From an optimization exercise on the open Yosys and OpenROAD flow, aimed at small area, a short achievable clock period and few clock cycles per item; shortcuts taken in it are not production practice.
Function was checked by simulation only, so behaviour that the tests miss may differ from the original.
Power is estimated from default activity; no workload was simulated.

**flow/config.mk**
```make
export PLATFORM = sky130hd
export DESIGN_NAME = xarm_codec_b
export DESIGN_NICKNAME = xarm_codec_b
export VERILOG_FILES = /design/flow/design.v
export SDC_FILE = /design/flow/constraint.sdc
export NUM_CORES = 4
export LEC_CHECK = 0
export CAP_MARGIN = 20
export CORE_MARGIN = 2
export CORE_UTILIZATION = 40
export SETUP_SLACK_MARGIN = 2.4
export SLEW_MARGIN = 20
```
**flow/constraint.sdc**
```tcl
create_clock -name core_clock -period 5.0 [get_ports {clk}]
set_input_delay 1.0000 -clock core_clock [delete_from_list [all_inputs] [get_ports {clk}]]
set_output_delay 1.0000 -clock core_clock [all_outputs]
set_load 0.01 [all_outputs]
```
**flow/design.v**
```verilog
module xarm_codec_b (
    input  wire        clk,
    input  wire        rst,
    input  wire        req_valid,
    output wire        req_ready,
    input  wire [7:0]  req_op,
    input  wire [7:0]  req_cmd,
    input  wire [7:0]  req_id,
    input  wire [8:0]  req_len,
    input  wire [15:0] req_a,
    input  wire [15:0] req_b,
    input  wire        in_valid,
    output wire        in_ready,
    input  wire [7:0]  in_data,
    output wire        out_valid,
    input  wire        out_ready,
    output wire [7:0]  out_data,
    output wire        out_last,
    output wire        resp_valid,
    input  wire        resp_ready,
    output wire [7:0]  resp_status,
    output wire [7:0]  resp_arg,
    output wire [15:0] resp_lo,
    output wire [15:0] resp_hi,
    output wire [7:0]  resp_reason,
    output wire [7:0]  resp_byte,
    output wire [7:0]  resp_plen,
    output wire [8:0]  resp_len
);
    localparam [7:0] OP_ENC     = 8'h10;
    localparam [7:0] OP_TEMPLIM = 8'h15;
    localparam [7:0] OP_DEC     = 8'h18;
    localparam [7:0] OP_CHK     = 8'h19;
    localparam [7:0] CMD_MOVE    = 8'd1;
    localparam [7:0] CMD_MOVEW   = 8'd7;
    localparam [7:0] CMD_ID_READ = 8'd14;
    localparam [7:0] CMD_ANGLIM  = 8'd20;
    localparam [7:0] CMD_VINLIM  = 8'd22;
    localparam [7:0] CMD_TEMPLIM = 8'd24;
    localparam [7:0] SIG = 8'h55;
    localparam [1:0] C_ENC = 2'd0;    
    localparam [1:0] C_DEC = 2'd1;
    localparam [1:0] C_CHK = 2'd2;
    localparam [1:0] C_REF = 2'd3;
    localparam I_IDLE   = 0;
    localparam I_GATHER = 1;     
    localparam I_DRAIN  = 2;     
    localparam I_H0     = 3;     
    localparam I_H1     = 4;
    localparam I_H2     = 5;
    localparam I_H3     = 6;
    localparam I_H4     = 7;
    localparam I_PAY    = 8;     
    localparam I_CSUM   = 9;     
    localparam I_RX     = 10;    
    localparam I_FIN    = 11;    
    localparam I_CHECK  = 12;    
    localparam I_CHECK2 = 13;
    localparam NS       = 14;
    localparam [NS-1:0] S_IDLE   = 1 << I_IDLE;
    localparam [NS-1:0] S_GATHER = 1 << I_GATHER;
    localparam [NS-1:0] S_DRAIN  = 1 << I_DRAIN;
    localparam [NS-1:0] S_H0     = 1 << I_H0;
    localparam [NS-1:0] S_PAY    = 1 << I_PAY;
    localparam [NS-1:0] S_CSUM   = 1 << I_CSUM;
    localparam [NS-1:0] S_RX     = 1 << I_RX;
    localparam [NS-1:0] S_FIN    = 1 << I_FIN;
    function [6:0] compares(input [15:0] va, input [15:0] vb);
        compares = {va > 16'd1000, vb > 16'd30000, vb > 16'd1000, va[9:0] > vb[9:0],
                    va < 16'd4500 || va > 16'd12000, vb < 16'd4500 || vb > 16'd12000,
                    va < 16'd50 || va > 16'd100};
    endfunction
    function [4:0] validate(input [3:0] k, input [6:0] c);
        begin
            validate = 5'd0;
            if (k[3]) begin
                if (c[6])      validate = {1'b1, 3'd1, 1'b0};
                else if (c[5]) validate = {1'b1, 3'd2, 1'b0};
            end
            if (k[2]) begin
                if (c[6])      validate = {1'b1, 3'd3, 1'b0};
                else if (c[4]) validate = {1'b1, 3'd4, 1'b0};
                else if (c[3]) validate = {1'b1, 3'd3, 1'b1};    
            end
            if (k[1]) begin
                if (c[2])      validate = {1'b1, 3'd5, 1'b0};
                else if (c[1]) validate = {1'b1, 3'd6, 1'b0};
            end
            if (k[0]) begin
                if (c[0]) validate = {1'b1, 3'd7, 1'b0};
            end
        end
    endfunction
    function [3:0] cmd_kind(input [7:0] c);
        cmd_kind = {(c == CMD_MOVE) || (c == CMD_MOVEW), c == CMD_ANGLIM,
                    c == CMD_VINLIM, c == CMD_TEMPLIM};
    endfunction
    reg [NS-1:0] st;
    reg [1:0]  cls;
    reg [7:0]  cmd;
    reg [7:0]  id;
    reg [8:0]  len;
    reg [15:0] a;           
    reg [15:0] b;
    reg        pass;        
    reg        pay_ok;      
    reg        sig_ok;
    reg [8:0]  cnt;
    reg        lastq;       
    reg        l2q;         
    reg        dpay;        
    reg [7:0]  sum;         
    reg [7:0]  addq;        
    reg        len0;        
    reg        e_br, e_rs3;  
    reg [3:0]  kind;
    reg [6:0]  cmpq;        
    reg        vfail_q;     
    reg        idok, lenok, cmdok;    
    reg [7:0]  fd0;
    reg        fl0;
    reg        ov;
    reg        rv, rvo;
    reg        owed;        
    reg [3:0]  r_st;
    reg        r_s4, r_ff;
    reg [2:0]  r_arg;
    reg        r_f56, r_f7, r_h1000, r_h30000, r_hib;    
    reg        r_rb, r_rs3, r_rs11;
    reg [7:0]  r_byte;
    reg [8:0]  r_len;
    reg        rq_a, rq_c, irq_a, irq_b;
    wire [NS-1:0] pq_st;
    wire [1:0]    pq_cls;
    wire          pq_typed, pq_pass, pq_payok, pq_ebr, pq_ers3, pq_len1;
    wire [3:0]    pq_kind;
    wire   room        = !ov || out_ready;
    assign req_ready   = rq_a || (rq_c && room);
    assign in_ready    = irq_a || (irq_b && room);
    assign out_valid   = ov;
    assign out_data    = fd0;
    assign out_last    = fl0;
    assign resp_valid  = rvo;
    assign resp_status = {r_ff, r_ff, r_ff, r_s4, r_st};
    assign resp_arg    = {5'd0, r_arg};
    assign resp_reason = {4'd0, r_rs11, 1'b0, r_rs3, r_rb};
    assign resp_byte   = r_byte;
    assign resp_plen   = r_len[7:0];
    assign resp_len    = r_len;
    assign resp_lo     = ({16{r_f56}} & 16'd4500) | ({16{r_f7}} & 16'd50);
    assign resp_hi     = ({16{r_h1000}} & 16'd1000) | ({16{r_h30000}} & 16'd30000) |
                         ({16{r_f56}} & 16'd12000) | ({16{r_f7}} & 16'd100) |
                         ({16{r_hib}} & b);
    wire       typed  = (req_op >= 8'h11) && (req_op <= OP_TEMPLIM);
    wire       tlo    = !req_op[3] && (req_op[2:0] != 3'd0) && (req_op[2:0] <= 3'd5);
    wire [3:0] op_kind = !tlo ? 4'd0 :
                         (req_op[2:0] == 3'd1 || req_op[2:0] == 3'd2) ? 4'b1000 :
                         (req_op[2:0] == 3'd3) ? 4'b0100 :
                         (req_op[2:0] == 3'd4) ? 4'b0010 : 4'b0001;
    wire [3:0] rc_kind = cmd_kind(req_cmd);
    wire       rc_bnd  = |rc_kind;
    wire [4:0] v_now   = validate(kind, cmpq);    
    wire vfail = vfail_q;
    wire qa_gt1000 = (req_a > 16'd1000);
    wire vfail_in = (op_kind[3] && (qa_gt1000 || req_b > 16'd30000)) ||
                    (op_kind[2] && (qa_gt1000 || req_b > 16'd1000 || req_a[9:0] > req_b[9:0])) ||
                    (op_kind[1] && (req_a < 16'd4500 || req_a > 16'd12000 ||
                                    req_b < 16'd4500 || req_b > 16'd12000)) ||
                    (op_kind[0] && (req_a < 16'd50 || req_a > 16'd100));
    reg [NS-1:0] d_state;
    reg [1:0] d_cls;
    reg       d_pass, d_ebr, d_ers3;
    always @(*) begin
        d_state = S_FIN; d_cls = C_REF; d_pass = 1'b0; d_ebr = 1'b0; d_ers3 = 1'b0;
        if (req_op == OP_ENC) begin
            d_cls = C_ENC;
            if (req_len > 9'd252) begin
                d_state = S_DRAIN; d_ebr = 1'b1;
            end else if (rc_bnd) begin
                if (req_len != (rc_kind[0] ? 9'd1 : 9'd4)) begin
                    d_ebr = 1'b1; d_ers3 = 1'b1;
                    d_state = (req_len == 9'd0) ? S_FIN : S_DRAIN;
                end else
                    d_state = S_GATHER;
            end else begin
                d_state = S_H0; d_pass = 1'b1;
            end
        end else if (typed) begin
            d_cls = C_ENC;
            d_state = S_H0;
        end else if (req_op == OP_DEC || req_op == OP_CHK) begin
            d_cls = req_op[0] ? C_CHK : C_DEC;
            d_state = (req_len == 9'd0) ? S_FIN : S_RX;
        end
    end
    wire push_ok = room;
    wire pop     = ov && out_ready;
    wire acc     = req_valid && req_ready;
    wire in_fire = in_valid && in_ready;
    wire nlast   = l2q;                    
    wire nlast2  = (cnt + 9'd3 == len);
    wire [8:0] cnt1 = cnt + 9'd1;
    wire [8:0] len_m3 = len - 9'd3;
    wire [7:0] sum_t = sum + addq;         
    wire from_in = st[I_RX] || (st[I_PAY] && pass);
    wire [7:0] pdata = ({8{st[I_H0] || st[I_H1]}} & SIG) |
                       ({8{st[I_H2]}} & id) |
                       ({8{st[I_H3]}} & (len[7:0] + 8'd3)) |
                       ({8{st[I_H4]}} & cmd) |
                       ({8{st[I_PAY] && !pass}} & a[7:0]) |
                       ({8{st[I_CSUM]}} & ~sum_t) |
                       ({8{from_in}} & in_data);
    wire push = ((st[I_H1] || st[I_H2] || st[I_H3] || st[I_H4] || (st[I_PAY] && !pass)) && push_ok) ||
                (st[I_PAY] && pass && in_fire) ||
                (st[I_CSUM] && push_ok && !rv) ||
                (st[I_RX] && in_fire && dpay);
    wire push_h0 = st[I_H0] && push_ok && !vfail;
    wire push_a  = push || push_h0;
    wire plast = st[I_CSUM] || (st[I_RX] && nlast);
    wire sum_en = (push && (st[I_H2] || st[I_H3] || st[I_H4] || st[I_PAY])) ||
                  (st[I_RX] && in_fire && (cls == C_CHK || cnt >= 9'd2));
    wire done = !rv && (st[I_FIN] || (st[I_CSUM] && push_ok));
    reg [7:0] nst;
    reg [2:0] narg;
    reg       nhib, nrb, nrs3, nrs11;
    always @(*) begin
        nst = 8'h00; narg = 3'd0; nhib = 1'b0; nrb = 1'b0; nrs3 = 1'b0; nrs11 = 1'b0;
        if (st[I_FIN]) begin
            case (cls)
                C_ENC: begin
                    if (e_br) begin
                        nst = 8'h10; nrb = 1'b1; nrs3 = e_rs3;
                    end else if (v_now[4]) begin
                        nst = 8'h01; narg = v_now[3:1]; nhib = v_now[0];
                    end
                end
                C_DEC: begin
                    if (len > 9'd258) begin
                        nst = 8'h10; nrb = 1'b1; nrs3 = 1'b1; nrs11 = 1'b1;
                    end else if (len == 9'd0)
                        nst = 8'h03;
                    else if (len < 9'd2 || !sig_ok)
                        nst = 8'h05;
                    else if (len < 9'd6)
                        nst = 8'h07;
                    else if (addq != ~sum)         
                        nst = 8'h09;
                    else if (cmd != CMD_ID_READ && !idok)
                        nst = 8'h06;
                    else if (!lenok)
                        nst = 8'h07;
                    else if (!cmdok)
                        nst = 8'h08;
                end
                C_CHK: ;
                default: nst = 8'hFF;
            endcase
        end
    end
    reg [NS-1:0] st_n;
    reg [8:0]    cnt_n;
    reg          lastq_n, l2q_n, dpay_n;
    reg [NS-1:0] st_na;     
    always @(*) begin
        st_n    = st;
        cnt_n   = cnt;
        lastq_n = lastq;
        l2q_n   = l2q;
        dpay_n  = dpay;
        if ((st[I_GATHER] || st[I_DRAIN] || st[I_RX]) && in_fire) begin
            cnt_n = cnt1; lastq_n = nlast; l2q_n = nlast2;
        end
        if (st[I_RX] && in_fire)
            dpay_n = pay_ok && (cnt >= 9'd4) && !nlast;
        if (st[I_PAY] && push) begin
            cnt_n = cnt1; lastq_n = nlast; l2q_n = nlast2;
        end
        if (st[I_GATHER] && in_fire && lastq) begin
            st_n[I_GATHER] = 1'b0; st_n[I_CHECK] = 1'b1;
            cnt_n = 9'd0; lastq_n = (len == 9'd1); l2q_n = (len == 9'd2);
        end
        if (st[I_DRAIN] && in_fire && lastq)  begin st_n[I_DRAIN] = 1'b0; st_n[I_FIN] = 1'b1; end
        if (st[I_RX] && in_fire && lastq)     begin st_n[I_RX] = 1'b0; st_n[I_FIN] = 1'b1; end
        if (st[I_CHECK])  begin st_n[I_CHECK] = 1'b0; st_n[I_CHECK2] = 1'b1; end
        if (st[I_CHECK2]) begin st_n[I_CHECK2] = 1'b0; st_n[I_H0] = 1'b1; end
        if (st[I_H0] && vfail) begin st_n[I_H0] = 1'b0; st_n[I_FIN] = 1'b1; end
        if (push_ok) begin
            if (st[I_H0] && !vfail) begin st_n[I_H0] = 1'b0; st_n[I_H1] = 1'b1; end
            if (st[I_H1]) begin st_n[I_H1] = 1'b0; st_n[I_H2] = 1'b1; end
            if (st[I_H2]) begin st_n[I_H2] = 1'b0; st_n[I_H3] = 1'b1; end
            if (st[I_H3]) begin st_n[I_H3] = 1'b0; st_n[I_H4] = 1'b1; end
            if (st[I_H4]) begin
                st_n[I_H4] = 1'b0;
                if (len0) st_n[I_CSUM] = 1'b1; else st_n[I_PAY] = 1'b1;
            end
        end
        if (st[I_PAY] && push && lastq) begin st_n[I_PAY] = 1'b0; st_n[I_CSUM] = 1'b1; end
        if (done) begin st_n[I_CSUM] = 1'b0; st_n[I_FIN] = 1'b0; st_n[I_IDLE] = 1'b1; end
        st_na = st_n;
        if (acc) begin
            st_n    = pq_st;
            cnt_n   = 9'd0;
            lastq_n = pq_len1;
            l2q_n   = !tlo && (req_len == 9'd2);
            dpay_n  = 1'b0;
        end
    end
    wire [8:0] len_n  = !acc ? len : pq_typed ? ((req_op[2:0] == 3'd5) ? 9'd1 : 9'd4) : req_len;
    wire [1:0] cls_n  = acc ? pq_cls : cls;
    wire       pass_n = acc ? pq_pass : pass;
    wire       ov_n   = push_a || (ov && !out_ready);
    wire       ov_x   = push || (ov && !out_ready);       
    wire       rv_n   = done ? 1'b1 : (rvo && resp_ready) ? 1'b0 : rv;
    wire       owed_n = done ? ov_x : pop ? 1'b0 : owed;
    assign pq_kind  = tlo ? op_kind : (!req_op[3] && req_op[2:0] == 3'd0) ? rc_kind : 4'd0;
    assign pq_st    = d_state;
    assign pq_cls   = d_cls;
    assign pq_typed = tlo;
    assign pq_pass  = d_pass;
    assign pq_ebr   = d_ebr;
    assign pq_ers3  = d_ers3;
    assign pq_payok = req_op[3] && !req_op[0] && (req_len >= 9'd6) && (req_len <= 9'd258);
    assign pq_len1  = tlo ? (req_op[2:0] == 3'd5) : (req_len == 9'd1);
    wire fin_take_n = !acc && ((st[I_FIN] && !done) || (st[I_RX] && in_fire && lastq)) &&
                      cls != C_ENC;
    wire rq_a_n  = !acc && !rv_n && (st_na[I_IDLE] || fin_take_n);
    wire rq_c_n  = !acc && !rv_n && st_na[I_CSUM];
    wire acc_inr = (req_op[7:1] == 7'b0001100) && (req_len != 9'd0);
    wire irq_a_n = acc ? acc_inr : (st_na[I_GATHER] || st_na[I_DRAIN] || (st_na[I_RX] && !dpay_n));
    wire irq_b_n = !acc && ((st_na[I_PAY] && pass) || (st_na[I_RX] && dpay_n));
    always @(posedge clk) begin
        if (rst) begin
            st          <= S_IDLE;
            ov          <= 1'b0;
            rv          <= 1'b0;
            rvo         <= 1'b0;
            owed        <= 1'b0;
            rq_a        <= 1'b0;
            rq_c        <= 1'b0;
            irq_a       <= 1'b0;
            irq_b       <= 1'b0;
        end else begin
            st          <= st_n;
            ov          <= ov_n;
            rv          <= rv_n;
            rvo         <= rv_n && !owed_n;
            owed        <= owed_n;
            rq_a        <= rq_a_n;
            rq_c        <= rq_c_n;
            irq_a       <= irq_a_n;
            irq_b       <= irq_b_n;
        end
        if (room) begin
            fd0 <= pdata; fl0 <= plast;
        end
        if (done) begin
            r_st     <= nst[3:0];
            r_s4     <= nst[4];
            r_ff     <= nst[7];
            r_arg    <= narg;
            r_hib    <= nhib;
            r_f56    <= (narg == 3'd5) || (narg == 3'd6);
            r_f7     <= (narg == 3'd7);
            r_h1000  <= (narg == 3'd1 || narg == 3'd3 || narg == 3'd4) && !nhib;
            r_h30000 <= (narg == 3'd2);
            r_rb     <= nrb;
            r_rs3    <= nrs3;
            r_rs11   <= nrs11;
            r_byte   <= (cls == C_DEC) ? a[7:0] : ~sum_t;
            r_len    <= (cls == C_DEC) ? (len - 9'd6) : (len + 9'd6);
        end
        cnt   <= cnt_n;
        lastq <= lastq_n;
        l2q   <= l2q_n;
        dpay  <= dpay_n;
        addq <= sum_en ? pdata : 8'd0;
        sum  <= sum_t;
        if (acc)
            len0 <= !tlo && (req_len == 9'd0);
        cmpq <= compares(a, b);
        if (st[I_CHECK2])
            vfail_q <= v_now[4];
        if (st[I_PAY] && !pass && push) begin
            a <= {b[7:0], a[15:8]};
            b[7:0] <= b[15:8];
        end
        if (in_fire) begin
            if (st[I_GATHER]) begin
                case (cnt[1:0])
                    2'd0:    a       <= {8'd0, in_data};
                    2'd1:    a[15:8] <= in_data;
                    2'd2:    b[7:0]  <= in_data;
                    default: b[15:8] <= in_data;
                endcase
            end
            if (st[I_RX]) begin
                if ((cnt == 9'd0 || cnt == 9'd1) && in_data != SIG)
                    sig_ok <= 1'b0;
                if (cnt == 9'd2) begin
                    a[7:0] <= in_data;
                    idok   <= (in_data == id);
                end
                if (cnt == 9'd3) lenok <= !len_m3[8] && (in_data == len_m3[7:0]);    
                if (cnt == 9'd4) cmdok <= (in_data == cmd);
            end
        end
        if (acc) begin
            id     <= req_id;
            sum    <= 8'd0;
            addq   <= 8'd0;
            sig_ok <= 1'b1;
            a      <= req_a;
            b      <= req_b;
            cls    <= pq_cls;
            pass   <= pq_pass;
            pay_ok <= pq_payok;
            e_br   <= pq_ebr;
            e_rs3  <= pq_ers3;
            kind   <= pq_kind;
            vfail_q <= vfail_in;
            cmd    <= pq_typed ? ((req_op[2:0] == 3'd1) ? CMD_MOVE :
                                  (req_op[2:0] == 3'd2) ? CMD_MOVEW :
                                  (req_op[2:0] == 3'd3) ? CMD_ANGLIM :
                                  (req_op[2:0] == 3'd4) ? CMD_VINLIM : CMD_TEMPLIM) : req_cmd;
            len    <= len_n;
        end
    end
endmodule
```
**flow/flow/run.sh**
```bash
#!/bin/bash
# The standard layout, with plain buf_1 cells as the port buffers (every input
# and output port still gets its own buffer; repair may resize them).
set -euo pipefail
bash standard.sh "BUFFER_PORTS_ARGS=-buffer_cell sky130_fd_sc_hd__buf_1" finish > standard_flow.log 2>&1
```
**flow/standard.sh**
```bash
#!/bin/bash
# synth_recipe.tcl (not shown) runs the flow's synth.tcl, then flattens the netlist and writes it again
# the make line also repeats each setting of config.mk as NAME=value (left out here)
make -C /OpenROAD-flow-scripts/flow DESIGN_CONFIG=/design/flow/config.mk WORK_HOME=/design/flow/orfs CLKGATE_MAP_FILE= SYNTH_SCRIPT=/design/flow/synth_recipe.tcl "${@:-finish}"
```
==> out/metrics.cfg, run 1 <==
[run_status]
status=complete, no violations

[timing]
finalHoldViolCount=0
setup_tns_ps=0
period_share_pct=54.8
relSlewSlack_pct=30.1
rsz0062_at_grt=yes
worst_pin_slew_ps=1040
finalSetupViolCount=0
finClkSkew_ps=12.4
clock.fmax_mhz=365
fin_crit_ps=2740
maxSlewViolCount=0

[synth]
yosysUniqueCellTypes=91
yosys.area.top_type=edfxtp_1
ys_seq_area_share_pct=40.4
synth_ff_type=edfxtp_1
netlist_area_mm2=0.0109
syn-mean-instance-area_um2=8.99
synth_edf_count=93
async_flop_share_pct=0
yosysWarnings=1
synth_cells=1208
yosys.area.top_type_share_pct=25.7
synth.top_cells.by_count=nand2_1, edfxtp_1, nor2_1
yosysMostFrequentCell=nand2_1
synth_area_leaders=edfxtp_1, dfxtp_1, ha_1
ys_seq_elements=173

[grt]
antenna_found_initial=1
grt_usage_pct=23.1
grt_pass1_wl_um=50900
grt_pass1_vias=8871
grt_max_degree=60
overflow=0

[setup_path]
reg2reg_to=addq[6]
r2r_setup_slack_ps=2510
crit_arrival_ps=1740
reg2reg_depth=7
cp-end-kind=output pin
cp-start-kind=input port
crit_start=out_ready
worst-path-max-fanout=5
r2r-start=len[0]
cp_data_required_time_ps=4000
crit_type=input port to output pin

[cts]
tritoncts=yes
cts_buffers=17
h-tree-depth=4
clock_latency_ps=440
clock_path_buffers=2
clock-sinks=173
root_buffer=clkbuf_16
clk_pin_slew_ps=70

[routing]
vias=9778
drtIter0Drc=1115
avgRoutedWirePerCell_um=19.8
drt_pass1_iterations=8
routed_wl_um=33200
detail-route-antenna-nets=0
drc=0
viasPerCell=5.83

[die]
die_area_mm2=0.0285
pin_count=173
die_w_um=169
initial_core_util_pct=40.5
coreArea_mm2=0.0268
num_rows=60
die_y_um=169

[placed_design]
io_buffer_count=153
dp_hpwl_um=25100
gp_congestion=0.899

[pwr]
powerDensity_mw_per_mm2=331
ir_drop_uv=198
power.total_mw=4.05
power_leakage_nw=4.49

[worst_hold_path]
min_to=st[13]
worst_hold_path_type=register to register
hold_path_depth=1
min_from=st[13]

[job]
max_cap_violations=0

[finish]
fin_nets=1442
area_delta_synth_final_pct=12.6
fill_cells=2629
drive_above_1_share_pct=7.49

[state kept, by name, summed over array words and instances, names as in the netlist, 2 cells and up]
name and cells:
r_len 9, kind 4, cmpq 7, fd0 8
r_st 4, len 9, sum 8, id 8
r_byte 8, cmd 8, cls 2, r_arg 3
b 16, cnt 9, a 16, st 14
addq 8
[layout make-up]
cell class	count	area, µm²	share of cell area [%]
multi-input combinational	892	5760	47.1
sequential	173	4390	35.9
timing repair buffer	181	816	6.67
clock buffer	18	429	3.51
tap	341	427	3.49
inverter	58	230	1.88
clock inverter	14	169	1.38
antenna	1	2.50	0.0205
[critical path, cell delays in order]
cell	delay [ps]
buf_1	70
and2b_4	290
inv_8	50
a21o_4	200
buf_6	120
[report_power, final]
part           internal (mW)  leakage (nW)  switching [mW]
Sequential              1.66          1.54           0.233
Clock                  0.788         0.289           0.574
Combinational          0.319          2.66           0.470
Total                   2.77          4.49            1.28
[metal layers]
layer / track usage [%] / part of all wire, % / vias up
met5: 0 / 0 / -
met4: 6.60 / 1.8 / 0
met3: 4.35 / 6.9 / 38
li1: - / - / 4629
met2: 35.7 / 45 / 394
met1: 32.9 / 46 / 4717
[repair_timing]
action                     in CTS  in global routing
setup buffers                   5                 15
setup endpoints to repair     100                 29
hold endpoints to repair        0                  0
hold buffers                    0                  0
pin swaps                       2                  2
gates resized for setup        17                 12
[stage by stage]
stage / instances / worst slack [ps] / hold slack, ps / instance area [µm²] / util [%]
2_1_floorplan: 1226 / 2320 / 392 / 11000 / -
3_3_place_gp: 1625 / 1540 / 410 / 11400 / 42.5
3_5_place_dp: 1625 / 1440 / 415 / 11400 / 42.5
4_1_cts: 1662 / 2270 / 427 / 12100 / 45.1
5_1_grt: 1677 / 2250 / 443 / 12200 / 45.6
6_report: 1678 / 2260 / 433 / 12200 / 45.6
[cell families after synthesis]
kind of cell             Yosys count  share of synthesized area (%)
XOR/XNOR                          60                           4.91
buffers and inverters            161                           7.98
other                              1                         0.0345
multiplexers                      20                           1.85
AO/OA/AOI/OAI                    315                           19.4
adder cells (fa/ha/maj)           40                           4.68
flip-flops                       173                           40.4
AND/OR/NAND/NOR                  438                           20.7
[cells in the final DEF, fill, tap and decap left out, types with 27 or more instances in the layout]
master and count:
nor3_1 27, a21oi_1 78, nand4_1 31, o21ai_0 64
nand2_1 115, buf_1 147, nor2_1 82, edfxtp_1 93
inv_1 56, nand3_1 48, dfxtp_1 80, nor2b_1 28
xnor2_1 43, ha_1 39
[worst max path at each step]
stage / to / slack (ps) / cells past startpoint
after floorplan: rvo / 2320 / 7
after global placement: cnt[5] / 1540 / 9
after detailed placement: rq_c / 1440 / 9
after CTS: in_ready / 2270 / 5
after global routing: req_ready / 2250 / 5
final: in_ready / 2260 / 5
Testbench counts, summed over its fixed seeds: cycles 27,536, items 3,200.
==> inputs of run 2 (changes only) <==
--- a/flow/config.mk
+++ b/flow/config.mk
@@ -9,4 +9,4 @@
 export CORE_MARGIN = 2
 export CORE_UTILIZATION = 40
-export SETUP_SLACK_MARGIN = 2.4
+export SETUP_SLACK_MARGIN = 2.6
 export SLEW_MARGIN = 20
==> run 2 against run 1 <==
  * Synthesized cell count unchanged
  * Synthesized area unchanged
  * Combinational power increased by about 10%
  * Clock skew about the same
  * Sequential share of layout area decreased by 1.6 points
  * Critical path depth unchanged
  * Register-to-register slack improved by 230 ps
  * Cell area increased by 4.9%
  * Flip-flop and latch count unchanged
  * Wire length increased by 3.0%
==> out/metrics.cfg, run 2 <==
[finish]
final_cell_mix=buf_1, nand2_1, edfxtp_1  ; unchanged
fin_nets=1467  ; was 1442
stdcell_area_mm2=0.0128  ; was 0.0122 mm²
drive_above_1_share_pct=14.2  ; was 7.49%
area_delta_synth_final_pct=18.1  ; was 12.6%
fin_cells=1704  ; was 1678
fill_cells=2599  ; was 2629
final_common_cell=buf_1  ; unchanged
reg_top3=a (16), b (16), st (14)  ; unchanged
utilization_pct=47.9  ; was 45.6%

[pwr]
powerDensity_mw_per_mm2=321  ; was 331 mW/mm²
power_leakage_nw=4.74  ; was 4.49 nW
power.total_mw=4.12  ; was 4.05 mW
ir_drop_uv=230  ; was 198 µV

[synth]
yosys.area.top_type_share_pct=25.7  ; unchanged
async_flop_share_pct=0  ; unchanged
synth_ff_type=edfxtp_1  ; unchanged
yosysUniqueCellTypes=91  ; unchanged
yosys.area.top_type=edfxtp_1  ; unchanged
synth.top_cells.by_count=nand2_1, edfxtp_1, nor2_1  ; unchanged
yosysWarnings=1  ; unchanged
ys_seq_area_share_pct=40.4  ; unchanged
synth_area_leaders=edfxtp_1, dfxtp_1, ha_1  ; unchanged
yosysMostFrequentCell=nand2_1  ; unchanged
netlist_area_mm2=0.0109  ; unchanged
syn-mean-instance-area_um2=8.99  ; unchanged
synth_cells=1208  ; unchanged
ys_seq_elements=173  ; unchanged
synth_edf_count=93  ; unchanged

[timing]
clock.fmax_mhz=362  ; was 365 MHz
maxSlewViolCount=0  ; unchanged
fin_crit_ps=2760  ; was 2740 ps
setup_tns_ps=0  ; unchanged
worst_pin_slew_ps=911  ; was 1040 ps
finalHoldViolCount=0  ; unchanged
fin_hold_ws_ps=432  ; was 433 ps
finalSetupViolCount=0  ; unchanged
period_share_pct=55.2  ; was 54.8%
rsz0062_at_grt=yes  ; unchanged
relSlewSlack_pct=39.3  ; was 30.1%
setup_ws_ps=2240  ; was 2260 ps
finClkSkew_ps=12.0  ; was 12.4 ps

[run_status]
status=complete, no violations  ; unchanged

[setup_path]
crit_cells=5  ; unchanged
crit_type=input port to output pin  ; unchanged
reg2reg_to=r_st[0]  ; was addq[6]
slowest_delay_ps=290  ; about the same
r2r_setup_slack_ps=2740  ; was 2510 ps
crit_arrival_ps=1760  ; was 1740 ps
crit_start=out_ready  ; unchanged
cp-end-kind=output pin  ; unchanged
cp_data_required_time_ps=4000  ; about the same
cp_num_buf_inv=3  ; unchanged
endpoint=req_ready  ; was in_ready
crit_path_cell_trace=buf_1 -> and2b_4 -> inv_8 -> a21o_4 -> buf_6  ; unchanged
cp-start-kind=input port  ; unchanged
reg2reg_depth=6  ; was 7
worst-path-max-fanout=3  ; was 5
r2r-start=addq[0]  ; was len[0]
cp_slowest_cell=and2b_4  ; unchanged
path_delay_family=simple AND/OR/NAND/NOR gates  ; unchanged

[cts]
h-tree-depth=4  ; unchanged
cts_buffers=17  ; unchanged
clk_pin_slew_ps=70  ; about the same
clock-sinks=173  ; unchanged
root_buffer=clkbuf_16  ; unchanged
clock_latency_ps=440  ; about the same
cts_hold_buf=0  ; unchanged
clock_path_buffers=2  ; unchanged
tritoncts=yes  ; unchanged

[placed_design]
io_buffer_count=153  ; unchanged
pre_cts_slack_ps=1240  ; was 1440 ps
dp.cells=1621  ; was 1625
dp_hpwl_um=25000  ; was 25100 µm
gp_congestion=0.915  ; was 0.899
detailed_place.area_mm2=0.0115  ; was 0.0114 mm²

[routing]
drt_pass1_iterations=6  ; was 8
avgRoutedWirePerCell_um=20.1  ; was 19.8 µm
detail-route-antenna-nets=0  ; unchanged
vias=9885  ; was 9778
drtIter0Drc=988  ; was 1115
viasPerCell=5.80  ; was 5.83
drc=0  ; unchanged
routed_wl_um=34200  ; was 33200 µm

[die]
coreArea_mm2=0.0268  ; unchanged
pin_count=173  ; unchanged
initial_core_util_pct=40.5  ; unchanged
num_rows=60  ; unchanged
die_y_um=169  ; unchanged
die_w_um=169  ; unchanged
die_area_mm2=0.0285  ; unchanged

[grt]
grt_max_degree=70  ; was 60
grt_usage_pct=23.6  ; was 23.1%
grt_pass1_wl_um=51800  ; was 50900 µm
overflow=0  ; unchanged
antenna_found_initial=4  ; was 1
grt_pass1_vias=9042  ; was 8871

[job]
max_cap_violations=0  ; unchanged

[worst_hold_path]
worst_hold_path_type=register to register  ; unchanged

[run 2: worst min path at each step]
stage	start	end	slack, ps	depth (start not counted)
finish	st[12]	st[12]	430	1
global placement	st[13]	st[13]	410	1
detailed placement	st[13]	st[13]	410	1
CTS	st[13]	st[13]	430	1
global route	st[12]	st[12]	450	1
floorplan	st[12]	st[12]	390	1
[run 2: final cells by class]
class	instances	area (µm²)	share of cell area, %
Antenna cell	2	5.00	0.0390
Clock buffer	17	425	3.32
Clock inverter	15	179	1.39
Inverter	58	238	1.85
Multi-Input combinational cell	893	6050	47.2
Sequential cell	173	4400	34.3
Tap cell	341	427	3.33
Timing Repair Buffer	205	1100	8.61
[run 2: what timing repair did]
action                                  4_1_cts  5_1_grt
hold endpoints to repair                      0        0
buffers inserted                             29       19
gates resized for setup                      43       60
cloned                                        1        0
endpoints found under the setup margin      171       88
pin swaps                                    16       10
[run 2: kinds of logic after synthesis]
logic type | count (synthesis) | share of synthesized area, %
adders and majority gates | 40 | 4.68
and+or+nand+nor | 438 | 20.7
AOI/OAI and AO/OA | 315 | 19.4
DFF | 173 | 40.4
xor gates and xnor gates | 60 | 4.91
muxes | 20 | 1.85
other | 1 | 0.0345
buffers and inverters | 161 | 7.98
[run 2: report_power, final]
group          leakage [nW]  internal [mW]  switching [mW]
combinational          2.91          0.362           0.508
sequential             1.54           1.66           0.218
clock                 0.290          0.754           0.616
[run 2: per-layer routing]
layer / wire length [µm] / track usage [%] / vias up
met5: 11 / 0 / -
met4: 1040 / 9.75 / 2
met3: 2460 / 4.04 / 70
met2: 15300 / 36.0 / 419
met1: 15400 / 33.1 / 4711
li1: - / - / 4683
==> inputs of run 3 (changes only) <==
--- a/flow/design.v
+++ b/flow/design.v
@@ -109,4 +109,5 @@
     reg        lastq;       
     reg        l2q;         
+    reg        d_big, d_zero, d_lt2;    
     reg        dpay;        
     reg [7:0]  sum;         
@@ -131,4 +132,5 @@
     reg [8:0]  r_len;
     reg        rq_a, rq_c, irq_a, irq_b;
+    reg        rq_x, irq_x;    
     wire [NS-1:0] pq_st;
     wire [1:0]    pq_cls;
@@ -136,6 +138,6 @@
     wire [3:0]    pq_kind;
     wire   room        = !ov || out_ready;
-    assign req_ready   = rq_a || (rq_c && room);
-    assign in_ready    = irq_a || (irq_b && room);
+    assign req_ready   = rq_x || (rq_c && out_ready);
+    assign in_ready    = irq_x || (irq_b && out_ready);
     assign out_valid   = ov;
     assign out_data    = fd0;
@@ -236,11 +238,11 @@
                 end
                 C_DEC: begin
-                    if (len > 9'd258) begin
+                    if (!pay_ok && d_big) begin
                         nst = 8'h10; nrb = 1'b1; nrs3 = 1'b1; nrs11 = 1'b1;
-                    end else if (len == 9'd0)
+                    end else if (!pay_ok && d_zero)
                         nst = 8'h03;
-                    else if (len < 9'd2 || !sig_ok)
+                    else if ((!pay_ok && d_lt2) || !sig_ok)
                         nst = 8'h05;
-                    else if (len < 9'd6)
+                    else if (!pay_ok)
                         nst = 8'h07;
                     else if (addq != ~sum)         
@@ -340,4 +342,6 @@
             irq_a       <= 1'b0;
             irq_b       <= 1'b0;
+            rq_x        <= 1'b0;
+            irq_x       <= 1'b0;
         end else begin
             st          <= st_n;
@@ -350,4 +354,6 @@
             irq_a       <= irq_a_n;
             irq_b       <= irq_b_n;
+            rq_x        <= rq_a_n || (rq_c_n && !ov_n);
+            irq_x       <= irq_a_n || (irq_b_n && !ov_n);
         end
         if (room) begin
@@ -418,4 +424,7 @@
             e_rs3  <= pq_ers3;
             kind   <= pq_kind;
+            d_big  <= (req_len > 9'd258);
+            d_zero <= (req_len == 9'd0);
+            d_lt2  <= (req_len < 9'd2);
             vfail_q <= vfail_in;
             cmd    <= pq_typed ? ((req_op[2:0] == 3'd1) ? CMD_MOVE :
--- a/flow/config.mk
+++ b/flow/config.mk
@@ -9,4 +9,4 @@
 export CORE_MARGIN = 2
 export CORE_UTILIZATION = 40
-export SETUP_SLACK_MARGIN = 2.6
+export SETUP_SLACK_MARGIN = 2.4
 export SLEW_MARGIN = 20
==> run 3 against run 2 <==
  * Still clean
  * Total power rose by 2.3%
  * Fmax increased by 8.3%
  * Hold slack improved by 10 ps
  * Non-clock buffer count is 26 lower
  * Sequential share of layout area is 2.7 points higher
  * Global-route usage shrank 0.16 points
  * Cell area shrank 5.4%
==> out/metrics.cfg, run 3 <==
[timing]
worst_pin_slew_ps=884  ; was 911 ps
finalSetupViolCount=0  ; unchanged
rsz0062_at_grt=yes  ; unchanged
maxSlewViolCount=0  ; unchanged
fin_hold_ws_ps=442  ; was 432 ps
finalHoldViolCount=0  ; unchanged
period_share_pct=51.0  ; was 55.2%
fin_crit_ps=2550  ; was 2760 ps
clock.fmax_mhz=392  ; was 362 MHz
setup_tns_ps=0  ; unchanged
relSlewSlack_pct=40.8  ; was 39.3%
finClkSkew_ps=14.6  ; was 12.0 ps

[die]
die_area_mm2=0.0281  ; was 0.0285 mm²
coreArea_mm2=0.0261  ; was 0.0268 mm²
die_y_um=168  ; was 169 µm
pin_count=173  ; unchanged
num_rows=59  ; was 60
die_w_um=168  ; was 169 µm
initial_core_util_pct=41.0  ; was 40.5%

[finish]
final_common_cell=buf_1  ; unchanged
reg_top3=a (16), b (16), st (14)  ; unchanged
antenna_cells=0  ; was 2
area_delta_synth_final_pct=13.4  ; was 18.1%
fill_cells=2578  ; was 2599
utilization_pct=46.4  ; was 47.9%
stdcell_area_mm2=0.0121  ; was 0.0128 mm²
fin_nets=1403  ; was 1467
drive_above_1_share_pct=6.72  ; was 14.2%
final_cell_mix=buf_1, nor2_1, edfxtp_1  ; was buf_1, nand2_1, edfxtp_1

[synth]
yosys.area.top_type=edfxtp_1  ; unchanged
ys_seq_elements=176  ; was 173
synth_ff_type=edfxtp_1  ; unchanged
yosysUniqueCellTypes=78  ; was 91
syn-mean-instance-area_um2=9.21  ; was 8.99 µm²
ys_seq_area_share_pct=41.9  ; was 40.4%
yosysWarnings=1  ; unchanged
synth_cells=1162  ; was 1208
netlist_area_mm2=0.0107  ; was 0.0109 mm²
async_flop_share_pct=0  ; unchanged
synth_area_leaders=edfxtp_1, dfxtp_1, ha_1  ; unchanged
synth_edf_count=96  ; was 93
yosys.area.top_type_share_pct=26.9  ; was 25.7%
synth.top_cells.by_count=nor2_1, edfxtp_1, nand2_1  ; was nand2_1, edfxtp_1, nor2_1
yosysMostFrequentCell=nor2_1  ; was nand2_1

[routing]
vias=9455  ; was 9885
avgRoutedWirePerCell_um=20.5  ; was 20.1 µm
viasPerCell=5.80  ; about the same
routed_wl_um=33300  ; was 34200 µm
drt_pass1_iterations=6  ; unchanged
drc=0  ; unchanged
drtIter0Drc=955  ; was 988
detail-route-antenna-nets=0  ; unchanged

[setup_path]
cp_slowest_cell=edfxtp_1  ; was and2b_4
slowest_delay_ps=500  ; was 290 ps
crit_arrival_ps=2740  ; was 1760 ps
cp_data_required_time_ps=5190  ; was 4000 ps
worst-path-max-fanout=8  ; was 3
crit_path_cell_trace=nand2b_4 -> buf_4 -> ha_1 -> a21o_1 -> a21oi_1 -> nor2b_1 -> o21a_1 -> o41ai_1 -> xnor2_1  ; was buf_1 -> and2b_4 -> inv_8 -> a21o_4 -> buf_6
cp-start-kind=register  ; was input port
crit_type=register to register  ; was input port to output pin
cp-end-kind=register  ; was output pin
cp_num_buf_inv=1  ; was 3
path_delay_family=compound AO/OA/AOI/OAI gates  ; was simple AND/OR/NAND/NOR gates

[cts]
clock_latency_ps=450  ; was 440 ps
clock_path_buffers=2  ; unchanged
tritoncts=yes  ; unchanged
h-tree-depth=4  ; unchanged
clock-sinks=176  ; was 173
cts_hold_buf=0  ; unchanged
root_buffer=clkbuf_16  ; unchanged
clk_pin_slew_ps=70  ; about the same
cts_buffers=17  ; unchanged

[pwr]
power.total_mw=4.21  ; was 4.12 mW
power_leakage_nw=4.50  ; was 4.74 nW
ir_drop_uv=214  ; was 230 µV
powerDensity_mw_per_mm2=347  ; was 321 mW/mm²

[grt]
grt_pass1_vias=8612  ; was 9042
grt_max_degree=57  ; was 70
grt_usage_pct=23.4  ; was 23.6%
overflow=0  ; unchanged
antenna_found_initial=0  ; was 4
grt_pass1_wl_um=50500  ; was 51800 µm

[worst_hold_path]
worst_hold_path_type=register to register  ; unchanged

[placed_design]
gp_congestion=0.916  ; was 0.915
io_buffer_count=153  ; unchanged
detailed_place.area_mm2=0.0114  ; was 0.0115 mm²
dp_hpwl_um=25300  ; was 25000 µm

[run_status]
status=complete, no violations  ; unchanged

[job]
max_cap_violations=0  ; unchanged

-- run 3: cell count changes in the layout (fill, tap and decap cells not counted), moves of 12 or more --
cell,change
buf_4,-19
nor3_1,+13
nor2_1,+16
buf_1,+29
o211ai_1,-12
and2_1,+14
o21ai_1,-14
nand2_1,-22
nor2b_1,-12
buf_2,-12
-- run 3: metal layers --
metal	GRT usage (%)	vias up	wire, µm
met2	34.9	444	14500
met3	5.74	47	2880
met5	0	-	0
met4	6.92	0	739
met1	33.6	4464	15200
li1	-	4500	-
-- run 3: repair_timing --
action | 4_1_cts | 5_1_grt
setup buffers | 1 | 14
setup endpoints to repair | 24 | 35
endpoints found under the hold margin | 0 | 0
pin swaps | 0 | 1
gates resized for setup | 6 | 10
-- run 3: worst paths after layout --
path | cells past startpoint | startpoint | endpoint | slack, ps
setup / recovery | 9 | cls[1] | r_len[8] | 2450
hold / removal | 1 | st[12] | st[12] | 440
setup reg to reg | 9 | cls[1] | r_len[8] | 2450
hold reg to reg | 1 | st[12] | st[12] | 440
-- run 3: kinds of logic after synthesis --
kind of cell,count (synthesis),share of synthesized area (%)
AND/OR/NAND/NOR,406,19.4
adder cells (fa/ha/maj),42,5.05
XOR/XNOR,65,5.32
other,1,0.0350
AO/OA/AOI/OAI,297,19.3
multiplexers,20,1.87
flip-flops,176,41.9
buffers and inverters,155,7.06
-- run 3: layout make-up --
cell class,count,area (µm²),area share (%)
clock buffer,24,547,4.51
clock inverter,8,72.6,0.598
multi-input combinational,849,5600,46.1
timing repair buffer,179,777,6.40
sequential,176,4490,37.0
inverter,59,238,1.96
tap,335,419,3.45
-- run 3: stage by stage --
| stage | instances | setup slack [ps] |
|---|---|---|
| 5_1_grt | 1630 | 2290 |
| 4_1_cts | 1616 | 2370 |
| 3_3_place_gp | 1583 | 1700 |
| 3_5_place_dp | 1583 | 1580 |
| 6_report | 1630 | 2450 |
| 2_1_floorplan | 1180 | 2370 |
-- run 3: report_power, final --
group          total (mW)  internal (mW)  switching, mW
logic               0.831          0.336          0.494
registers            1.99           1.72          0.279
clock network        1.39          0.785          0.601
Testbench counts of run 3, summed over its fixed seeds: cycles 27,536, items 3,200.
==> inputs of run 4 (changes only) <==
--- a/flow/config.mk
+++ b/flow/config.mk
@@ -9,4 +9,4 @@
 export CORE_MARGIN = 2
 export CORE_UTILIZATION = 40
-export SETUP_SLACK_MARGIN = 2.4
+export SETUP_SLACK_MARGIN = 2.2
 export SLEW_MARGIN = 20
==> run 4 against run 3 <==
  * Register-to-register slack worse by 20 ps
  * Synthesized area stayed put
  * Global-route usage is 0.44 points higher
  * Still clean
  * Cell count is 0.67% lower
  * Cell area is 1.3% lower
  * Largest power group unchanged
  * Highest routed layer unchanged
  * Sequential share of layout area is 0.48 points higher
  * Via count is 0.92% higher
  * Hold slack better by 25 ps
  * Sequential power hardly changed
  * Critical endpoint is now st[2]
  * Wire length is 1.6% higher
==> out/metrics.cfg, run 4 <==
[finish]
drive_above_1_share_pct=5.30  ; was 6.72%
final_cell_mix=buf_1, nor2_1, edfxtp_1  ; unchanged
area_delta_synth_final_pct=11.9  ; was 13.4%
fin_cells=1619  ; was 1630
antenna_cells=0  ; unchanged
fin_nets=1392  ; was 1403
reg_top3=a (16), b (16), st (14)  ; unchanged
final_common_cell=buf_1  ; unchanged
fill_cells=2563  ; was 2578

[cts]
cts_hold_buf=0  ; unchanged
tritoncts=yes  ; unchanged
cts_buffers=17  ; unchanged
h-tree-depth=4  ; unchanged
clk_pin_slew_ps=70  ; about the same
clock_latency_ps=430  ; was 450 ps
root_buffer=clkbuf_16  ; unchanged
clock_path_buffers=2  ; unchanged
clock-sinks=176  ; unchanged

[setup_path]
reg2reg_to=l2q  ; was r_len[8]
crit_type=input port to register  ; was register to register
cp-end-kind=register  ; unchanged
reg2reg_depth=8  ; was 9
crit_path_cell_trace=buf_1 -> or4_1 -> or4_1 -> a21oi_1 -> nand3b_1 -> a21oi_1 -> a22o_1  ; was nand2b_4 -> buf_4 -> ha_1 -> a21o_1 -> a21oi_1 -> nor2b_1 -> o21a_1 -> o41ai_1 -> xnor2_1
cp_num_buf_inv=1  ; unchanged
cp_data_required_time_ps=5330  ; was 5190 ps
cp_slowest_cell=or4_1  ; was edfxtp_1
cp-start-kind=input port  ; was register
r2r-start=cnt[1]  ; was cls[1]
path_delay_family=simple AND/OR/NAND/NOR gates  ; was compound AO/OA/AOI/OAI gates
worst-path-max-fanout=5  ; was 8
slowest_delay_ps=640  ; was 500 ps
crit_arrival_ps=3000  ; was 2740 ps
r2r_setup_slack_ps=2430  ; was 2450 ps

[timing]
worst_pin_slew_ps=1020  ; was 884 ps
setup_ws_ps=2330  ; was 2450 ps
period_share_pct=53.5  ; was 51.0%
relSlewSlack_pct=31.6  ; was 40.8%
clock.fmax_mhz=374  ; was 392 MHz
finalHoldViolCount=0  ; unchanged
fin_crit_ps=2670  ; was 2550 ps
fin_hold_ws_ps=467  ; was 442 ps
setup_tns_ps=0  ; unchanged
rsz0062_at_grt=no  ; was yes
finalSetupViolCount=0  ; unchanged
finClkSkew_ps=12.5  ; was 14.6 ps
maxSlewViolCount=0  ; unchanged

[worst_hold_path]
min_to=sig_ok  ; was st[12]
min_from=sig_ok  ; was st[12]
worst_hold_path_type=register to register  ; unchanged
hold_path_depth=2  ; was 1

[die]
die_y_um=168  ; unchanged
die_w_um=168  ; unchanged
die_area_mm2=0.0281  ; unchanged
pin_count=173  ; unchanged
num_rows=59  ; unchanged
coreArea_mm2=0.0261  ; unchanged
initial_core_util_pct=41.0  ; unchanged

[routing]
viasPerCell=5.89  ; was 5.80
vias=9542  ; was 9455
drc=0  ; unchanged
top_layer_used=met4  ; unchanged
drt-met1-wl_um=15500  ; was 15200 µm
wl_met2_um=15000  ; was 14500 µm
routed_wl_um=33900  ; was 33300 µm
drt_pass1_iterations=5  ; was 6
drtIter0Drc=1029  ; was 955
detail-route-antenna-nets=0  ; unchanged
avgRoutedWirePerCell_um=20.9  ; was 20.5 µm
met3_length_um=2640  ; was 2880 µm

[synth]
synth.top_cells.by_count=nor2_1, edfxtp_1, nand2_1  ; unchanged
yosysMostFrequentCell=nor2_1  ; unchanged
yosysUniqueCellTypes=78  ; unchanged
yosys.area.top_type=edfxtp_1  ; unchanged
netlist_area_mm2=0.0107  ; unchanged
synth_edf_count=96  ; unchanged
yosys.area.top_type_share_pct=26.9  ; unchanged
ys_seq_elements=176  ; unchanged
syn-mean-instance-area_um2=9.21  ; unchanged
yosysWarnings=1  ; unchanged
synth_area_leaders=edfxtp_1, dfxtp_1, ha_1  ; unchanged
synth_cells=1162  ; unchanged
synth_ff_type=edfxtp_1  ; unchanged
async_flop_share_pct=0  ; unchanged
ys_seq_area_share_pct=41.9  ; unchanged

[run_status]
status=complete, no violations  ; unchanged

[placed_design]
pre_cts_slack_ps=1680  ; was 1580 ps
dp.cells=1584  ; was 1583
io_buffer_count=153  ; unchanged
dp_hpwl_um=25700  ; was 25300 µm
gp_congestion=0.971  ; was 0.916

[job]
max_cap_violations=0  ; unchanged

[grt]
grt_max_degree=59  ; was 57
grt_pass1_vias=8833  ; was 8612
grt_pass1_wl_um=51700  ; was 50500 µm
grt_usage_pct=23.9  ; was 23.4%
antenna_found_initial=0  ; unchanged
overflow=0  ; unchanged

[pwr]
ir_drop_uv=183  ; was 214 µV
powerDensity_mw_per_mm2=344  ; was 347 mW/mm²
power_leakage_nw=4.43  ; was 4.50 nW

## run 4: area by class of cell
class,count,area (µm²),area share [%]
multi-input combinational,849,5570,46.5
timing repair buffer,168,707,5.90
tap,335,419,3.50
sequential,176,4480,37.5
clock inverter,12,92.6,0.773
clock buffer,20,478,3.99
inverter,59,225,1.88
## run 4: what timing repair did
action	in CTS	in global routing
pin swaps	0	1
resized for setup	3	3
buffers inserted	0	2
setup endpoints to repair	5	3
## run 4: worst max-delay path by stage
| stage | start | endpoint | cells after the start |
|---|---|---|---|
| floorplan | out_ready | owed | 8 |
| global placement | cls[1] | r_len[8] | 8 |
| detailed placement | cls[1] | r_len[8] | 8 |
| CTS | cls[1] | r_len[8] | 8 |
| global route | out_ready | cnt[7] | 9 |
| finish | req_len[5] | st[2] | 7 |
## run 4: routing by layer
layer,GRT usage [%],vias to the layer above
met5,0,-
met4,7.33,0
met3,4.73,58
met2,36.7,435
met1,33.9,4573
li1,-,4476
## run 4: cells by family after synthesis
| family | after synthesis | synth area share, % |
|---|---|---|
| AO/OA/AOI/OAI | 297 | 19.3 |
| flip-flops | 176 | 41.9 |
| other | 1 | 0.0350 |
| AND/OR/NAND/NOR | 406 | 19.4 |
| XOR/XNOR | 65 | 5.32 |
| adder cells (fa/ha/maj) | 42 | 5.05 |
| multiplexers | 20 | 1.87 |
| buffers and inverters | 155 | 7.06 |
## run 4: per-stage QoR
step | util, % | cell area [µm²] | total power, mW
5_1_grt | 45.8 | 12000 | 4.32
2_1_floorplan | - | 10800 | 2.49
4_1_cts | 45.6 | 11900 | 4.11
3_3_place_gp | 43.4 | 11300 | 2.80
6_report | 45.8 | 12000 | 4.12
3_5_place_dp | 43.4 | 11300 | 2.81
## run 4: power by group
| group | internal [mW] | switching, mW |
|---|---|---|
| Sequential | 1.72 | 0.283 |
| Combinational | 0.324 | 0.487 |
| Clock | 0.704 | 0.606 |
## run 4: worst reg2reg max path, stage by stage (launching register included)
cell and delay (ps):
dfxtp_1 600, inv_1 130, ha_1 290, nand3b_1 260, xnor2_1 190, a221o_1 350
a221oi_1 280, nand2_1 90, o31ai_1 200
==> inputs of run 5 (changes only) <==
--- a/flow/config.mk
+++ b/flow/config.mk
@@ -8,5 +8,6 @@
 export CAP_MARGIN = 20
 export CORE_MARGIN = 2
-export CORE_UTILIZATION = 40
-export SETUP_SLACK_MARGIN = 2.2
+export CORE_UTILIZATION = 60
+export PLACE_DENSITY = 0.7
+export SETUP_SLACK_MARGIN = 2.5
 export SLEW_MARGIN = 20
==> run 5 against run 4 <==
  * Still clean on timing, DRC and antenna
  * Core utilization rose by 24 points
  * First-iteration DRC count up 12%
  * Global-route usage is 9.4 points higher
  * Largest cell class unchanged
==> out/metrics.cfg, run 5 <==
[run_status]
status=complete, no violations  ; unchanged

[setup_path]
crit_type=input port to output pin  ; was input port to register
cp_data_required_time_ps=4000  ; was 5330 ps
path_delay_family=buffers and inverters  ; was simple AND/OR/NAND/NOR gates
cp_num_buf_inv=2  ; was 1
slowest_delay_ps=200  ; was 640 ps
worst-path-max-fanout=4  ; was 5
cp_slowest_cell=a21o_1  ; was or4_1
r2r_setup_slack_ps=2530  ; was 2430 ps
crit_path_cell_trace=buf_4 -> a21o_1 -> buf_6  ; was buf_1 -> or4_1 -> or4_1 -> a21oi_1 -> nand3b_1 -> a21oi_1 -> a22o_1
crit_arrival_ps=1480  ; was 3000 ps
cp-end-kind=output pin  ; was register
cp-start-kind=input port  ; unchanged

[synth]
synth_area_leaders=edfxtp_1, dfxtp_1, ha_1  ; unchanged
syn-mean-instance-area_um2=9.21  ; unchanged
ys_seq_elements=176  ; unchanged
synth_ff_type=edfxtp_1  ; unchanged
synth.top_cells.by_count=nor2_1, edfxtp_1, nand2_1  ; unchanged
netlist_area_mm2=0.0107  ; unchanged
yosysUniqueCellTypes=78  ; unchanged
async_flop_share_pct=0  ; unchanged
yosysWarnings=1  ; unchanged
synth_cells=1162  ; unchanged
synth_edf_count=96  ; unchanged
yosysMostFrequentCell=nor2_1  ; unchanged
yosys.area.top_type=edfxtp_1  ; unchanged
ys_seq_area_share_pct=41.9  ; unchanged
yosys.area.top_type_share_pct=26.9  ; unchanged

[finish]
area_delta_synth_final_pct=12.5  ; was 11.9%
final_cell_mix=buf_1, nor2_1, edfxtp_1  ; unchanged
stdcell_area_mm2=0.0120  ; about the same
multi_input_area_mm2=0.00564  ; was 0.00557 mm²
fin_nets=1401  ; was 1392
layout.area.seq_mm2=0.00449  ; was 0.00448 mm²
drive_above_1_share_pct=7.42  ; was 5.30%
fill_cells=1452  ; was 2563
antenna_cells=0  ; unchanged
final_common_cell=buf_1  ; unchanged
reg_top3=a (16), b (16), st (14)  ; unchanged

[placed_design]
pre_cts_slack_ps=1740  ; was 1680 ps
dp_hpwl_um=23400  ; was 25700 µm
io_buffer_count=153  ; unchanged
detailed_place.area_mm2=0.0112  ; was 0.0113 mm²
gp_congestion=0.972  ; was 0.971

[worst_hold_path]
worst_hold_path_type=register to register  ; unchanged

[grt]
grt_usage_pct=33.3  ; was 23.9%
grt_pass1_wl_um=47300  ; was 51700 µm
grt_max_degree=60  ; was 59
grt_pass1_vias=8477  ; was 8833
overflow=0  ; unchanged
antenna_found_initial=0  ; unchanged

[routing]
drt_pass1_iterations=5  ; unchanged
viasPerCell=6.31  ; was 5.89
drtIter0Drc=1148  ; was 1029
detail-route-antenna-nets=0  ; unchanged
drc=0  ; unchanged
routed_wl_um=31100  ; was 33900 µm
avgRoutedWirePerCell_um=20.5  ; was 20.9 µm
vias=9581  ; was 9542

[timing]
setup_tns_ps=0  ; unchanged
period_share_pct=49.7  ; was 53.5%
worst_pin_slew_ps=896  ; was 1020 ps
clock.fmax_mhz=402  ; was 374 MHz
finClkSkew_ps=8.31  ; was 12.5 ps
finalSetupViolCount=0  ; unchanged
fin_crit_ps=2480  ; was 2670 ps
setup_ws_ps=2520  ; was 2330 ps
finalHoldViolCount=0  ; unchanged
rsz0062_at_grt=yes  ; was no
maxSlewViolCount=0  ; unchanged
relSlewSlack_pct=40.0  ; was 31.6%

[job]
max_cap_violations=0  ; unchanged

[cts]
cts_hold_buf=0  ; unchanged
clock-sinks=176  ; unchanged
cts_buffers=17  ; unchanged
root_buffer=clkbuf_16  ; unchanged
h-tree-depth=4  ; unchanged
clock_path_buffers=2  ; unchanged
clk_pin_slew_ps=70  ; about the same
tritoncts=yes  ; unchanged
clock_latency_ps=440  ; was 430 ps

[die]
pin_count=173  ; unchanged
num_rows=48  ; was 59
die_y_um=138  ; was 168 µm
die_area_mm2=0.0189  ; was 0.0281 mm²
initial_core_util_pct=61.7  ; was 41.0%
die_w_um=138  ; was 168 µm
coreArea_mm2=0.0174  ; was 0.0261 mm²

[pwr]
power_leakage_nw=4.51  ; was 4.43 nW
powerDensity_mw_per_mm2=350  ; was 344 mW/mm²
power.total_mw=4.21  ; was 4.12 mW
ir_drop_uv=237  ; was 183 µV

## run 5: kinds of logic after synthesis
| family | Yosys count | share of synthesized area, % |
|---|---|---|
| flip-flops | 176 | 41.9 |
| buffers and inverters | 155 | 7.06 |
| multiplexers | 20 | 1.87 |
| AO/OA/AOI/OAI | 297 | 19.3 |
| other | 1 | 0.0350 |
| AND/OR/NAND/NOR | 406 | 19.4 |
| XOR/XNOR | 65 | 5.32 |
| adder cells (fa/ha/maj) | 42 | 5.05 |
## run 5: path summary, 6_finish.rpt
path	start	endpoint	cells after the start
hold / removal	st[12]	st[12]	1
setup / recovery	out_ready	in_ready	3
setup reg to reg	cls[1]	r_len[8]	8
hold reg to reg	st[12]	st[12]	1
## run 5: through the flow
stage	cells	util, %	hold slack, ps
floorplan	1180	-	393
global placement	1469	64.5	438
detailed placement	1469	64.5	439
CTS	1506	68.5	461
global route	1518	69.4	463
finish	1518	69.4	461
## run 5: cell type report
cell class              count  share of cell area (%)
flip-flops and latches    176                    37.3
multi-input cells         849                    46.8
clock inverters            15                    1.56
clock buffers              17                    3.53
repair buffers            177                    6.45
inverters                  59                    1.96
well taps                 225                    2.34
## run 5: routing by layer
metal	global-route usage [%]	up-vias	part of all wire, %
met2	47.6	546	43
li1	-	4505	-
met4	11.5	0	2.6
met1	49.0	4478	44
met3	8.09	52	11
met5	0	-	0
## run 5: report_power, final
part           total [mW]  switching (mW)  internal [mW]
clock                1.41           0.641          0.766
sequential           1.97           0.259           1.71
combinational       0.835           0.500          0.335
## run 5: repair_timing
item                                    in CTS  in global routing
endpoints found under the setup margin      76                 26
buffers inserted                             5                 12
pin swaps                                    1                  1
resized for setup                           13                 18
==> inputs of run 6 (changes only) <==
--- a/flow/config.mk
+++ b/flow/config.mk
@@ -10,4 +10,4 @@
 export CORE_UTILIZATION = 60
 export PLACE_DENSITY = 0.7
-export SETUP_SLACK_MARGIN = 2.5
+export SETUP_SLACK_MARGIN = 2.4
 export SLEW_MARGIN = 20
==> run 6 against run 5 <==
  * Still clean
  * Cell area fell by 0.73%
  * Die area stayed put
  * Total power down 2.6%
==> out/metrics.cfg, run 6 <==
[synth]
synth_area_leaders=edfxtp_1, dfxtp_1, ha_1  ; unchanged
ys_seq_area_share_pct=41.9  ; unchanged
synth_top_family_by_area=simple AND/OR/NAND/NOR gates  ; unchanged
yosysWarnings=1  ; unchanged
post_synth_xor_area_fraction_pct=5.32  ; unchanged
synth.top_cells.by_count=nor2_1, edfxtp_1, nand2_1  ; unchanged
yosys.area.top_type_share_pct=26.9  ; unchanged
syn-mean-instance-area_um2=9.21  ; unchanged
muxShareOfSynthArea_pct=1.87  ; unchanged
synth-adder-area-share_pct=5.05  ; unchanged
yosysMostFrequentCell=nor2_1  ; unchanged
yosysUniqueCellTypes=78  ; unchanged
ys_seq_elements=176  ; unchanged
netlist_area_mm2=0.0107  ; unchanged
synth_ff_type=edfxtp_1  ; unchanged
synth_cells=1162  ; unchanged
synth_compound_area_share_pct=19.3  ; unchanged
synth-simple-area-share_pct=19.4  ; unchanged
yosys.area.top_type=edfxtp_1  ; unchanged
async_flop_share_pct=0  ; unchanged
synth_edf_count=96  ; unchanged

[pwr]
ir_drop_uv=277  ; was 237 µV
powerDensity_mw_per_mm2=343  ; was 350 mW/mm²
power.total_mw=4.11  ; was 4.21 mW
power_leakage_nw=4.47  ; was 4.51 nW

[grt]
met1_usage_pct=49.8  ; was 49.0%
grt_usage_pct=33.2  ; was 33.3%
gr-usage-met2_pct=47.8  ; was 47.6%
grt_pass1_vias=8301  ; was 8477
met3_usage_pct=6.07  ; was 8.09%
antenna_found_initial=0  ; unchanged
grt_max_degree=49  ; was 60
grt_pass1_wl_um=47000  ; was 47300 µm
overflow=0  ; unchanged
busiest_layer=met1  ; unchanged

[cts]
cts_buffers=17  ; unchanged
root_buffer=clkbuf_16  ; unchanged
clk_pin_slew_ps=70  ; about the same
clock-sinks=176  ; unchanged
tritoncts=yes  ; unchanged
clock_path_buffers=2  ; unchanged
h-tree-depth=4  ; unchanged
cts_hold_buf=0  ; unchanged
clock_latency_ps=440  ; about the same

[run_status]
status=complete, no violations  ; unchanged

[finish]
layout.area.seq_mm2=0.00449  ; about the same
fin_nets=1402  ; was 1401
antenna_cells=0  ; unchanged
fill_cells=1407  ; was 1452
area_delta_synth_final_pct=11.7  ; was 12.5%
fin_cells=1519  ; was 1518
drive_above_1_share_pct=7.03  ; was 7.42%
final_common_cell=buf_1  ; unchanged
multi_input_area_mm2=0.00561  ; was 0.00564 mm²
final_cell_mix=buf_1, nor2_1, edfxtp_1  ; unchanged
reg_top3=a (16), b (16), st (14)  ; unchanged

[timing]
clock.fmax_mhz=391  ; was 402 MHz
finalSetupViolCount=0  ; unchanged
worst_pin_slew_ps=826  ; was 896 ps
finClkSkew_ps=8.41  ; was 8.31 ps
fin_hold_ws_ps=455  ; was 461 ps
relSlewSlack_pct=44.9  ; was 40.0%
maxSlewViolCount=0  ; unchanged
fin_crit_ps=2560  ; was 2480 ps
period_share_pct=51.2  ; was 49.7%
rsz0062_at_grt=no  ; was yes
setup_ws_ps=2440  ; was 2520 ps
setup_tns_ps=0  ; unchanged
finalHoldViolCount=0  ; unchanged

[placed_design]
gp_congestion=0.984  ; was 0.972
dp_hpwl_um=23600  ; was 23400 µm
pre_cts_slack_ps=1700  ; was 1740 ps
io_buffer_count=153  ; unchanged
dp.cells=1470  ; was 1469

[job]
max_cap_violations=0  ; unchanged

[routing]
drt_pass1_iterations=8  ; was 5
vias=9632  ; was 9581
routed_wl_um=31500  ; was 31100 µm
drc=0  ; unchanged
viasPerCell=6.34  ; was 6.31
avgRoutedWirePerCell_um=20.7  ; was 20.5 µm
drtIter0Drc=1100  ; was 1148
detail-route-antenna-nets=0  ; unchanged

[setup_path]
cp-end-kind=output pin  ; unchanged
crit_type=input port to output pin  ; unchanged
cp_data_required_time_ps=4000  ; about the same
worst-path-max-fanout=6  ; was 4
crit_arrival_ps=1560  ; was 1480 ps
cp-start-kind=input port  ; unchanged

[die]
coreArea_mm2=0.0174  ; unchanged
pin_count=173  ; unchanged
die_y_um=138  ; unchanged
die_area_mm2=0.0189  ; unchanged
num_rows=48  ; unchanged
die_w_um=138  ; unchanged
initial_core_util_pct=61.7  ; unchanged

[worst_hold_path]
worst_hold_path_type=register to register  ; unchanged

[run 6: cell types whose count changed in the layout (fill, tap and decap cells not counted), moves of 2 or more]
| cell | before | now |
|---|---|---|
| inv_8 | 6 | 0 |
| buf_2 | 0 | 2 |
| buf_4 | 23 | 25 |
| buf_6 | 2 | 0 |
| clkinv_4 | 1 | 3 |
| clkinvlp_4 | 1 | 3 |
| dfxtp_2 | 0 | 2 |
| dfxtp_4 | 2 | 0 |
| nor4b_1 | 3 | 5 |
| nor4b_2 | 2 | 0 |
[run 6: metal layers]
| metal | share of wire (%) | vias to the layer above | wire (µm) |
|---|---|---|---|
| li1 | - | 4498 | - |
| met1 | 44 | 4497 | 13800 |
| met2 | 42 | 575 | 13300 |
| met3 | 11 | 62 | 3480 |
| met4 | 2.7 | 0 | 863 |
| met5 | 0 | - | 0 |
[run 6: logic make-up after synthesis]
family	count (synthesis)
muxes	20
and+or+nand+nor	406
adders and majority gates	42
DFF	176
other	1
xor gates and xnor gates	65
AOI/OAI and AO/OA	297
buffers and inverters	155
[run 6: cell type report]
type,instances,area share [%]
Sequential cell,176,37.5
Inverter,59,2.00
Clock buffer,19,3.71
Tap cell,225,2.36
Multi-Input combinational cell,849,46.9
Clock inverter,13,1.07
Timing Repair Buffer,178,6.41
[run 6: final timing paths]
check             from  endpoint  slack, ps  cells past startpoint
max          out_ready  in_ready       2440                      3
max reg2reg     len[3]     lenok       2520                      5
min             st[12]    st[12]        450                      1
min reg2reg     st[12]    st[12]        450                      1
[run 6: metrics by stage]
step / area, µm² / utilization (%)
after global routing: 12000 / 68.9
final: 12000 / 68.9
after floorplan: 10800 / -
after detailed placement: 11200 / 64.5
after CTS: 11800 / 68.0
after global placement: 11200 / 64.5
[run 6: worst max-delay path, stage by stage]
cell and delay, ps:
buf_2 160, a21o_1 220, buf_2 180
[run 6: repair_timing]
item                                    in CTS  in global routing
pin swaps                                    1                  0
gates resized for setup                      9                 11
endpoints found under the setup margin      82                 24
hold endpoints to repair                     0                  0
buffers inserted                             1                 16
[run 6: power breakdown]
part	total [mW]	internal, mW	switching [mW]
Clock	1.30	0.707	0.591
Sequential	1.98	1.72	0.268
Combinational	0.824	0.329	0.495
Total	4.11	2.75	1.35

static timing again, ports no longer ideal:
No port has a modelled driver above. Below, the same layouts with a new extraction and two added sets of constraints.
Step 1 (the two cells are an assumption about what drives the block):
set clk [get_ports {clk}]
set_driving_cell -lib_cell sky130_fd_sc_hd__clkbuf_16 $clk
set_driving_cell -lib_cell sky130_fd_sc_hd__buf_2 [delete_from_list [all_inputs] $clk]
Step 2 also shifts input and output timing later by t, the mid clock arrival at the registers, as if the neighbouring blocks saw the same clock.
Three values: ideal ports, drivers, drivers and shift; two values: the first two.
run	t (ns)	setup slack, ns	clock arrival spread, ns	worst register clock-pin slew, ns	cell pins on the clock port's net
run 1	0.482	2.262 / 2.243 / 2.033	0.013 / 0.013	0.07 / 0.07	1
run 2	0.485	2.238 / 2.218 / 2.079	0.012 / 0.012	0.07 / 0.07	1
run 3	0.485	2.449 / 2.430 / 2.075	0.015 / 0.014	0.07 / 0.07	1
run 4	0.476	2.326 / 2.317 / 1.876	0.014 / 0.014	0.07 / 0.07	1
run 5	0.484	2.515 / 2.490 / 2.130	0.009 / 0.010	0.07 / 0.07	1
run 6	0.483	2.440 / 2.407 / 2.079	0.009 / 0.009	0.07 / 0.07	1
After both steps setup and hold are still met in every run listed. The setup slack of run 4, which loses most, moves by -0.009 ns with the drivers and by -0.450 ns with both steps.
